What follows belongs to an exercise in optimizing a design on an open flow for small area; a production flow would make more cautious choices. Where RTL was checked, it was by simulation tests only, not by an equivalence proof against the original. Power is estimated from default activity; no workload was simulated.

==> module emphasis_gain_multiplier, before the edit <==
module emphasis_gain_multiplier (
    input  wire       clk,
    input  wire [3:0] level,
    input  wire [7:0] volume,
    input  wire [5:0] pan,
    input  wire [2:0] k,
    output reg  [2:0] dig_l,
    output reg  [2:0] dig_r
);
    wire [4:0] e3 = (level == 4'd2) ? 5'd3  :
                    (level == 4'd3) ? 5'd6  :
                    (level == 4'd4) ? 5'd9  :
                    (level == 4'd5) ? 5'd12 :
                    (level == 4'd6) ? 5'd15 :
                    (level == 4'd7) ? 5'd18 :
                    (level == 4'd8) ? 5'd21 :
                    (level == 4'd9) ? 5'd24 : 5'd0;
    wire [6:0] emph = {e3, 2'b00};
    wire [8:0] gain;
    rca #(.W(8)) u_gain (.a(volume), .b({1'b0, emph}), .ci(1'b0),
                         .s(gain[7:0]), .co(gain[8]));
    wire [8:0] pp0 = gain & {9{pan[0]}};
    wire [8:0] pp1 = gain & {9{pan[1]}};
    wire [8:0] pp2 = gain & {9{pan[2]}};
    wire [8:0] pp3 = gain & {9{pan[3]}};
    wire [8:0] pp4 = gain & {9{pan[4]}};
    wire [9:0] t1, t2, t3, t4;
    rca #(.W(9)) u_m1 (.a({1'b0, pp0[8:1]}), .b(pp1), .ci(1'b0), .s(t1[8:0]), .co(t1[9]));
    rca #(.W(9)) u_m2 (.a(t1[9:1]),          .b(pp2), .ci(1'b0), .s(t2[8:0]), .co(t2[9]));
    rca #(.W(9)) u_m3 (.a(t2[9:1]),          .b(pp3), .ci(1'b0), .s(t3[8:0]), .co(t3[9]));
    rca #(.W(9)) u_m4 (.a(t3[9:1]),          .b(pp4), .ci(1'b0), .s(t4[8:0]), .co(t4[9]));
    wire [13:0] c_l = {t4[9:1] | (gain & {9{pan[5]}}), t4[0], t3[0], t2[0], t1[0], pp0[0]};
    wire [5:0]  bw;           
    wire [13:0] c_r;
    assign bw[0] = 1'b0;
    genvar i;
    generate
        for (i = 0; i < 5; i = i + 1) begin : g_neg
            assign c_r[i]  = c_l[i] ^ bw[i];
            assign bw[i+1] = c_l[i] | bw[i];
        end
    endgenerate
    rca #(.W(9)) u_sub (.a(gain), .b(~c_l[13:5]), .ci(~bw[5]), .s(c_r[13:5]), .co());
    wire [16:0] x_l = {2'b00, c_l, 1'b0};
    wire [16:0] x_r = {2'b00, c_r, 1'b0};
    reg [2:0] sel_l, sel_r;
    always @(*) begin
        case (k)
            3'd0: begin sel_l = x_l[2:0];   sel_r = x_r[2:0];   end
            3'd1: begin sel_l = x_l[4:2];   sel_r = x_r[4:2];   end
            3'd2: begin sel_l = x_l[6:4];   sel_r = x_r[6:4];   end
            3'd3: begin sel_l = x_l[8:6];   sel_r = x_r[8:6];   end
            3'd4: begin sel_l = x_l[10:8];  sel_r = x_r[10:8];  end
            3'd5: begin sel_l = x_l[12:10]; sel_r = x_r[12:10]; end
            3'd6: begin sel_l = x_l[14:12]; sel_r = x_r[14:12]; end
            default: begin sel_l = x_l[16:14]; sel_r = x_r[16:14]; end
        endcase
    end
    always @(posedge clk) begin
        dig_l <= sel_l;
        dig_r <= sel_r;
    end
endmodule
==> flow/config.mk <==
export PLATFORM = sky130hd
export DESIGN_NAME = audio_sequencer_timing_fsm
export DESIGN_NICKNAME = audio_sequencer_timing_fsm
export VERILOG_FILES = /design/flow/design.v
export SDC_FILE = /design/flow/constraint.sdc
export NUM_CORES = 4
export LEC_CHECK = 0
export CAP_MARGIN = 0
export CORE_MARGIN = 2
export CORE_UTILIZATION = 70
export CTS_BUF_LIST = sky130_fd_sc_hd__clkbuf_8
export CTS_CLUSTER_DIAMETER = 30
export CTS_CLUSTER_SIZE = 10
export PLACE_DENSITY = 0.85
export SLEW_MARGIN = 0
==> flow/constraint.sdc <==
create_clock -name core_clock -period 14.0 [get_ports {clk}]
set_input_delay 2.8000 -clock core_clock [delete_from_list [all_inputs] [get_ports {clk}]]
set_output_delay 2.8000 -clock core_clock [all_outputs]
set_load 0.01 [all_outputs]
standard.sh (not shown) runs the stock make flow with config.mk's settings and CLKGATE_MAP_FILE= SYNTH_SCRIPT=/design/flow/synth_recipe.tcl, a recipe that flattens the netlist after the stock synthesis.
==> flow/flow/run.sh <==
#!/bin/bash
# Standard ORFS layout with three changes:
#  - synthesis maps the logic with an area-oriented ABC script (abc_area.script);
#    everything else in synthesis (registers, flattening, renaming) is the standard flow's own
#  - every port gets the smallest buffer (buf_1)
#  - clock tree synthesis adds no dummy loads (same arguments as ORFS's cts.tcl
#    builds from config.mk, plus -dont_use_dummy_load)
set -euo pipefail
here=$(pwd)
sed 's|^source \$::env(SCRIPTS_DIR)/synth_preamble.tcl|&\nset abc_args [lreplace $abc_args 1 1 '"$here"'/flow/abc_area.script]|' \
    "$FLOW_HOME/scripts/synth.tcl" > my_synth.tcl
sed "s|source \$::env(SCRIPTS_DIR)/synth.tcl|source $here/my_synth.tcl|" synth_recipe.tcl > my_synth_recipe.tcl
sed "s|SYNTH_SCRIPT=[^ ]*|SYNTH_SCRIPT=$here/my_synth_recipe.tcl|" standard.sh > my_standard.sh
export BUFFER_PORTS_ARGS="-buffer_cell sky130_fd_sc_hd__buf_1"
export CTS_ARGS="-sink_clustering_enable -repair_clock_nets -sink_clustering_size 10 -sink_clustering_max_diameter 30 -buf_list sky130_fd_sc_hd__clkbuf_8 -dont_use_dummy_load"
bash my_standard.sh > standard.log 2>&1
==> flow/flow/abc_area.script <==
&get -n
&st
&dch -x
&nf -R 1000 -p -F 10 -C 32 -E 50
&put
topo
Change:
--- a/flow/design.v
+++ b/flow/design.v
@@ -137,32 +137,35 @@
                     (level == 4'd9) ? 5'd24 : 5'd0;
     wire [6:0] emph = {e3, 2'b00};
     wire [8:0] gain;
     rca #(.W(8)) u_gain (.a(volume), .b({1'b0, emph}), .ci(1'b0),
                          .s(gain[7:0]), .co(gain[8]));
-    wire [8:0] pp0 = gain & {9{pan[0]}};
-    wire [8:0] pp1 = gain & {9{pan[1]}};
-    wire [8:0] pp2 = gain & {9{pan[2]}};
-    wire [8:0] pp3 = gain & {9{pan[3]}};
-    wire [8:0] pp4 = gain & {9{pan[4]}};
-    wire [9:0] t1, t2, t3, t4;
+    wire       swap = pan[5] | (pan[4] & (pan[3:0] != 4'd0));
+    wire [4:0] m;      
+    rinc #(.W(5)) u_neg (.a(pan[4:0] ^ {5{swap}}), .ci(swap), .s(m));
+    wire [8:0] pp0 = gain & {9{m[0]}};
+    wire [8:0] pp1 = gain & {9{m[1]}};
+    wire [8:0] pp2 = gain & {9{m[2]}};
+    wire [8:0] pp3 = gain & {9{m[3]}};
+    wire [9:0] t1, t2, t3;
     rca #(.W(9)) u_m1 (.a({1'b0, pp0[8:1]}), .b(pp1), .ci(1'b0), .s(t1[8:0]), .co(t1[9]));
     rca #(.W(9)) u_m2 (.a(t1[9:1]),          .b(pp2), .ci(1'b0), .s(t2[8:0]), .co(t2[9]));
     rca #(.W(9)) u_m3 (.a(t2[9:1]),          .b(pp3), .ci(1'b0), .s(t3[8:0]), .co(t3[9]));
-    rca #(.W(9)) u_m4 (.a(t3[9:1]),          .b(pp4), .ci(1'b0), .s(t4[8:0]), .co(t4[9]));
-    wire [13:0] c_l = {t4[9:1] | (gain & {9{pan[5]}}), t4[0], t3[0], t2[0], t1[0], pp0[0]};
+    wire [13:0] c_s = {1'b0, t3[9:1] | (gain & {9{m[4]}}), t3[0], t2[0], t1[0], pp0[0]};
     wire [5:0]  bw;           
-    wire [13:0] c_r;
+    wire [13:0] c_b;
     assign bw[0] = 1'b0;
     genvar i;
     generate
         for (i = 0; i < 5; i = i + 1) begin : g_neg
-            assign c_r[i]  = c_l[i] ^ bw[i];
-            assign bw[i+1] = c_l[i] | bw[i];
+            assign c_b[i]  = c_s[i] ^ bw[i];
+            assign bw[i+1] = c_s[i] | bw[i];
         end
     endgenerate
-    rca #(.W(9)) u_sub (.a(gain), .b(~c_l[13:5]), .ci(~bw[5]), .s(c_r[13:5]), .co());
+    rca #(.W(9)) u_sub (.a(gain), .b(~c_s[13:5]), .ci(~bw[5]), .s(c_b[13:5]), .co());
+    wire [13:0] c_l = c_s;
+    wire [13:0] c_r = c_b;
     wire [16:0] x_l = {2'b00, c_l, 1'b0};
     wire [16:0] x_r = {2'b00, c_r, 1'b0};
     reg [2:0] sel_l, sel_r;
     always @(*) begin
         case (k)
@@ -175,12 +178,12 @@
             3'd6: begin sel_l = x_l[14:12]; sel_r = x_r[14:12]; end
             default: begin sel_l = x_l[16:14]; sel_r = x_r[16:14]; end
         endcase
     end
     always @(posedge clk) begin
-        dig_l <= sel_l;
-        dig_r <= sel_r;
+        dig_l <= swap ? sel_r : sel_l;
+        dig_r <= swap ? sel_l : sel_r;
     end
 endmodule
 module mixer_acc (
     input  wire        clk,
     input  wire        first,     
The changed run went through all stages and came out clean.
Routed wire length hardly moves.
Combinational power rises by roughly a tenth.
Fmax goes down by roughly a tenth.
Hold slack gains 8.2 ps.
Cell count drops slightly.
Setup slack gets worse by 1200 ps.
Via count shrinks slightly.
Non-clock buffer count increases by 3.
Register-to-register slack got worse by 1300 ps.
Die area fell slightly.
Power is higher by a few percent.


Setup of garnet:
audio_sequencer_timing_fsm, a different RTL version from the one above (not shown whole).
Size in the first run: roughly 190 flip-flops, ~10000 µm² of cells after synthesis.
==> module audio_sequencer_timing_fsm, before the edit <==
module audio_sequencer_timing_fsm (
    input  wire        clk,
    input  wire        rst,             
    input  wire [11:0] spt_i,
    input  wire [4:0]  loop_bars_i,
    input  wire [35:0] pan_i,
    input  wire [47:0] vol_i,
    input  wire [17:0] smp_i,
    input  wire [95:0] len_i,
    input  wire        start_i,
    input  wire        complete_i,
    output wire        stream_start_o,
    output wire [1:0]  stream_slot_o,
    output wire        ring_we_o,
    output wire [1:0]  ring_slot_o,
    output wire [4:0]  ring_frame_o,
    output wire [31:0] ring_wdata_o,
    output wire        song_re_o,
    output wire [3:0]  song_b_o,
    input  wire [2:0]  song_d_i,
    output wire        pat_re_o,
    output wire [2:0]  pat_p_o,
    output wire [2:0]  pat_v_o,
    output wire [6:0]  pat_t_o,
    input  wire [7:0]  pat_d_i,
    output wire        samp_re_o,
    output wire [2:0]  samp_k_o,
    output wire [11:0] samp_i_o,
    input  wire [15:0] samp_d_i
);
    localparam [3:0] R_WRITE = 4'd8,
                     R_WAIT  = 4'd9,
                     R_BOOT  = 4'd11;    
    reg  [5:0] hv;        
    reg  [3:0] rc;        
    wire h5      = hv[5];
    wire idle    = rc[3];
    wire boot    = rc[3] & rc[1];
    wire may_fill;
    wire [3:0] rc_inc;
    rinc #(.W(4)) u_rinc (.a(rc), .ci(1'b1), .s(rc_inc));
    always @(posedge clk) begin
        if (rst) begin
            hv   <= 6'b000001;
            rc   <= R_BOOT;
        end else begin
            hv <= {hv[4:0], hv[5]};
            if (h5) begin
                if (idle)
                    rc <= may_fill ? 4'd0 : R_WAIT;
                else
                    rc <= rc_inc;
            end
        end
    end
    wire rc0     = (rc == 4'd0);
    wire wr      = rc[3] & ~rc[1] & ~rc[0] & hv[1];
    wire advance = rc0 && h5;
    ring_ctrl u_ring (
        .clk            (clk),
        .rst            (rst),
        .start_i        (start_i),
        .complete_i     (complete_i),
        .frame_done     (wr),
        .may_fill       (may_fill),
        .filling        (ring_slot_o),
        .frame_idx      (ring_frame_o),
        .stream_start_o (stream_start_o),
        .stream_slot_o  (stream_slot_o)
    );
    assign ring_we_o = wr;
    wire [3:0] bar;
    wire [6:0] tick;
    wire       tick_start;
    timing_fsm u_timing (
        .clk         (clk),
        .rst         (rst),
        .advance     (advance),
        .spt_i       (spt_i),
        .loop_bars_i (loop_bars_i),
        .bar         (bar),
        .tick        (tick),
        .tick_start  (tick_start)
    );
    assign song_re_o = 1'b1;
    assign song_b_o  = bar;
    assign pat_re_o  = 1'b1;
    assign pat_p_o   = song_d_i;
    assign pat_t_o   = tick;
    assign pat_v_o   = {hv[2] | hv[3], hv[0] | hv[1], hv[1] | hv[3] | hv[5]};
    wire trig_en = tick_start & ((rc0 & ~h5) | (h5 & idle & may_fill));
    reg  [2:0]  k_h;
    reg  [7:0]  vol_h;
    reg  [5:0]  pan_h;
    integer v;
    always @(*) begin
        k_h   = 3'd0;
        vol_h = 8'd0;
        pan_h = 6'd0;
        for (v = 0; v < 6; v = v + 1) begin
            k_h   = k_h   | (smp_i[3*v +: 3] & {3{hv[v]}});
            vol_h = vol_h | (vol_i[8*v +: 8] & {8{hv[v]}});
            pan_h = pan_h | (pan_i[6*v +: 6] & {6{hv[v]}});
        end
    end
    reg  [11:0] len_h;
    integer t;
    always @(*) begin
        len_h = 12'd0;
        for (t = 0; t < 8; t = t + 1)
            len_h = len_h | (len_i[12*t +: 12] & {12{k_h == t}});
    end
    wire [11:0] pos_h;
    wire [3:0]  lvl_h;
    voice_bank u_voices (
        .clk      (clk),
        .clr      (boot),
        .trig_en  (trig_en),
        .trig_sym (pat_d_i),
        .step     (rc == 4'd7),
        .len_h    (len_h),
        .pos_h    (pos_h),
        .lvl_h    (lvl_h)
    );
    assign samp_re_o = ~boot;
    assign samp_k_o  = k_h;
    assign samp_i_o  = pos_h;
    wire [2:0] dig_l, dig_r;
    emphasis_gain_multiplier u_gain (
        .clk    (clk),
        .level  (lvl_h),
        .volume (vol_h),
        .pan    (pan_h),
        .k      (rc[2:0]),
        .dig_l  (dig_l),
        .dig_r  (dig_r)
    );
    wire first  = hv[1];      
    wire [15:0] word_l, word_r;
    mixer_acc u_mix_l (
        .clk   (clk),
        .first (first),
        .clear (rc0),
        .dig   (dig_l),
        .s     (samp_d_i),
        .word  (word_l)
    );
    mixer_acc u_mix_r (
        .clk   (clk),
        .first (first),
        .clear (rc0),
        .dig   (dig_r),
        .s     (samp_d_i),
        .word  (word_r)
    );
    assign ring_wdata_o = {word_l, word_r};
endmodule
==> flow/config.mk <==
export PLATFORM = sky130hd
export DESIGN_NAME = audio_sequencer_timing_fsm
export DESIGN_NICKNAME = audio_sequencer_timing_fsm
export VERILOG_FILES = /design/flow/design.v
export SDC_FILE = /design/flow/constraint.sdc
export NUM_CORES = 4
export LEC_CHECK = 0
export CAP_MARGIN = 0
export CORE_MARGIN = 2
export CORE_UTILIZATION = 70
export CTS_BUF_LIST = sky130_fd_sc_hd__clkbuf_8
export CTS_CLUSTER_DIAMETER = 30
export CTS_CLUSTER_SIZE = 10
export PLACE_DENSITY = 0.85
export SLEW_MARGIN = 0
==> flow/constraint.sdc <==
create_clock -name core_clock -period 14.0 [get_ports {clk}]
set_input_delay 2.8000 -clock core_clock [delete_from_list [all_inputs] [get_ports {clk}]]
set_output_delay 2.8000 -clock core_clock [all_outputs]
set_load 0.01 [all_outputs]
==> flow/flow/run.sh <==
#!/bin/bash
# Standard ORFS layout with two changes:
#  - synthesis maps the logic with an area-oriented ABC script (abc_area.script);
#    everything else in synthesis (registers, flattening, renaming) is the standard flow's own
#  - every port gets the smallest buffer (buf_1)
set -euo pipefail
here=$(pwd)
sed 's|^source \$::env(SCRIPTS_DIR)/synth_preamble.tcl|&\nset abc_args [lreplace $abc_args 1 1 '"$here"'/flow/abc_area.script]|' \
    "$FLOW_HOME/scripts/synth.tcl" > my_synth.tcl
sed "s|source \$::env(SCRIPTS_DIR)/synth.tcl|source $here/my_synth.tcl|" synth_recipe.tcl > my_synth_recipe.tcl
sed "s|SYNTH_SCRIPT=[^ ]*|SYNTH_SCRIPT=$here/my_synth_recipe.tcl|" standard.sh > my_standard.sh
export BUFFER_PORTS_ARGS="-buffer_cell sky130_fd_sc_hd__buf_1"
bash my_standard.sh > standard.log 2>&1
Scripts as last shown in full above: flow/flow/abc_area.script
The inputs of harbor differ from those of garnet as listed below.
--- a/flow/design.v
+++ b/flow/design.v
@@ -344,19 +344,13 @@
         for (v = 0; v < 6; v = v + 1) begin
             k_h   = k_h   | (smp_i[3*v +: 3] & {3{hv[v]}});
             vol_h = vol_h | (vol_i[8*v +: 8] & {8{hv[v]}});
             pan_h = pan_h | (pan_i[6*v +: 6] & {6{hv[v]}});
         end
     end
-    reg  [11:0] len_h;
-    integer t;
-    always @(*) begin
-        len_h = 12'd0;
-        for (t = 0; t < 8; t = t + 1)
-            len_h = len_h | (len_i[12*t +: 12] & {12{k_h == t}});
-    end
+    wire [11:0] len_h = len_i[12*k_h +: 12];
     wire [11:0] pos_h;
     wire [3:0]  lvl_h;
     voice_bank u_voices (
         .clk      (clk),
         .clr      (boot),
         .trig_en  (trig_en),
Combined area of the multi-input logic cells up 3.4% in harbor wrt garnet. [compare] base=garnet new=harbor: internal power component -about 1%; sum of routed wire segments on met1 -360 µm; number of inserted filler cells in the final layout +81; final cell count without fillers +about 2.8%; routed wire length -4.9%. Going from garnet to harbor, hold slack climbed 0.0042 ns, met1 global-route usage dropped 4.9 points, cell area after synthesis climbed 200 µm², number of gates on the worst path with buffers counted climbed about 16%. Changes observed in harbor relative to garnet: cell area power density lost 2.1%; core utilization decreased 1.8 points. The run showing the smaller number of detailed-route iterations in the first pass is garnet. On harbor: final design area excluding fillers is 150 µm² higher than what garnet gave.
The RTL of garnet was laid out without a check of its function.

## separate check: timing with driven ports
Ports are ideal in the flow. The routed layouts listed here were re-timed in OpenROAD. Step 1 sets driving cells, clkbuf_16 on the clock port and buf_2 on the other inputs (assumed; they add their load-dependent delay and slew). Step 2 adds t to the input delays and takes it off the output delays; t is the mean of the earliest and latest rising clock arrival at the registers after step 1. Input paths then give back, and output paths get back, about the clock's delay inside the block. Three values: no drivers, after step 1, after step 2; two values: the first two.
run	t, ns	slack for setup (ns)	worst slew at a driven data input, ns
the first run of note 1	0.489	2.474 / 2.491 / 2.002	0.09
the second run of note 1	0.476	1.244 / 1.256 / 0.781	0.08
garnet	0.499	2.727 / 2.749 / 2.250	0.07
harbor	0.511	2.147 / 2.163 / 1.652	0.08
After both steps every run listed still meets setup and hold. For harbor, which loses most, drivers alone change the setup slack by +0.016 ns; drivers and shift together by -0.495 ns.
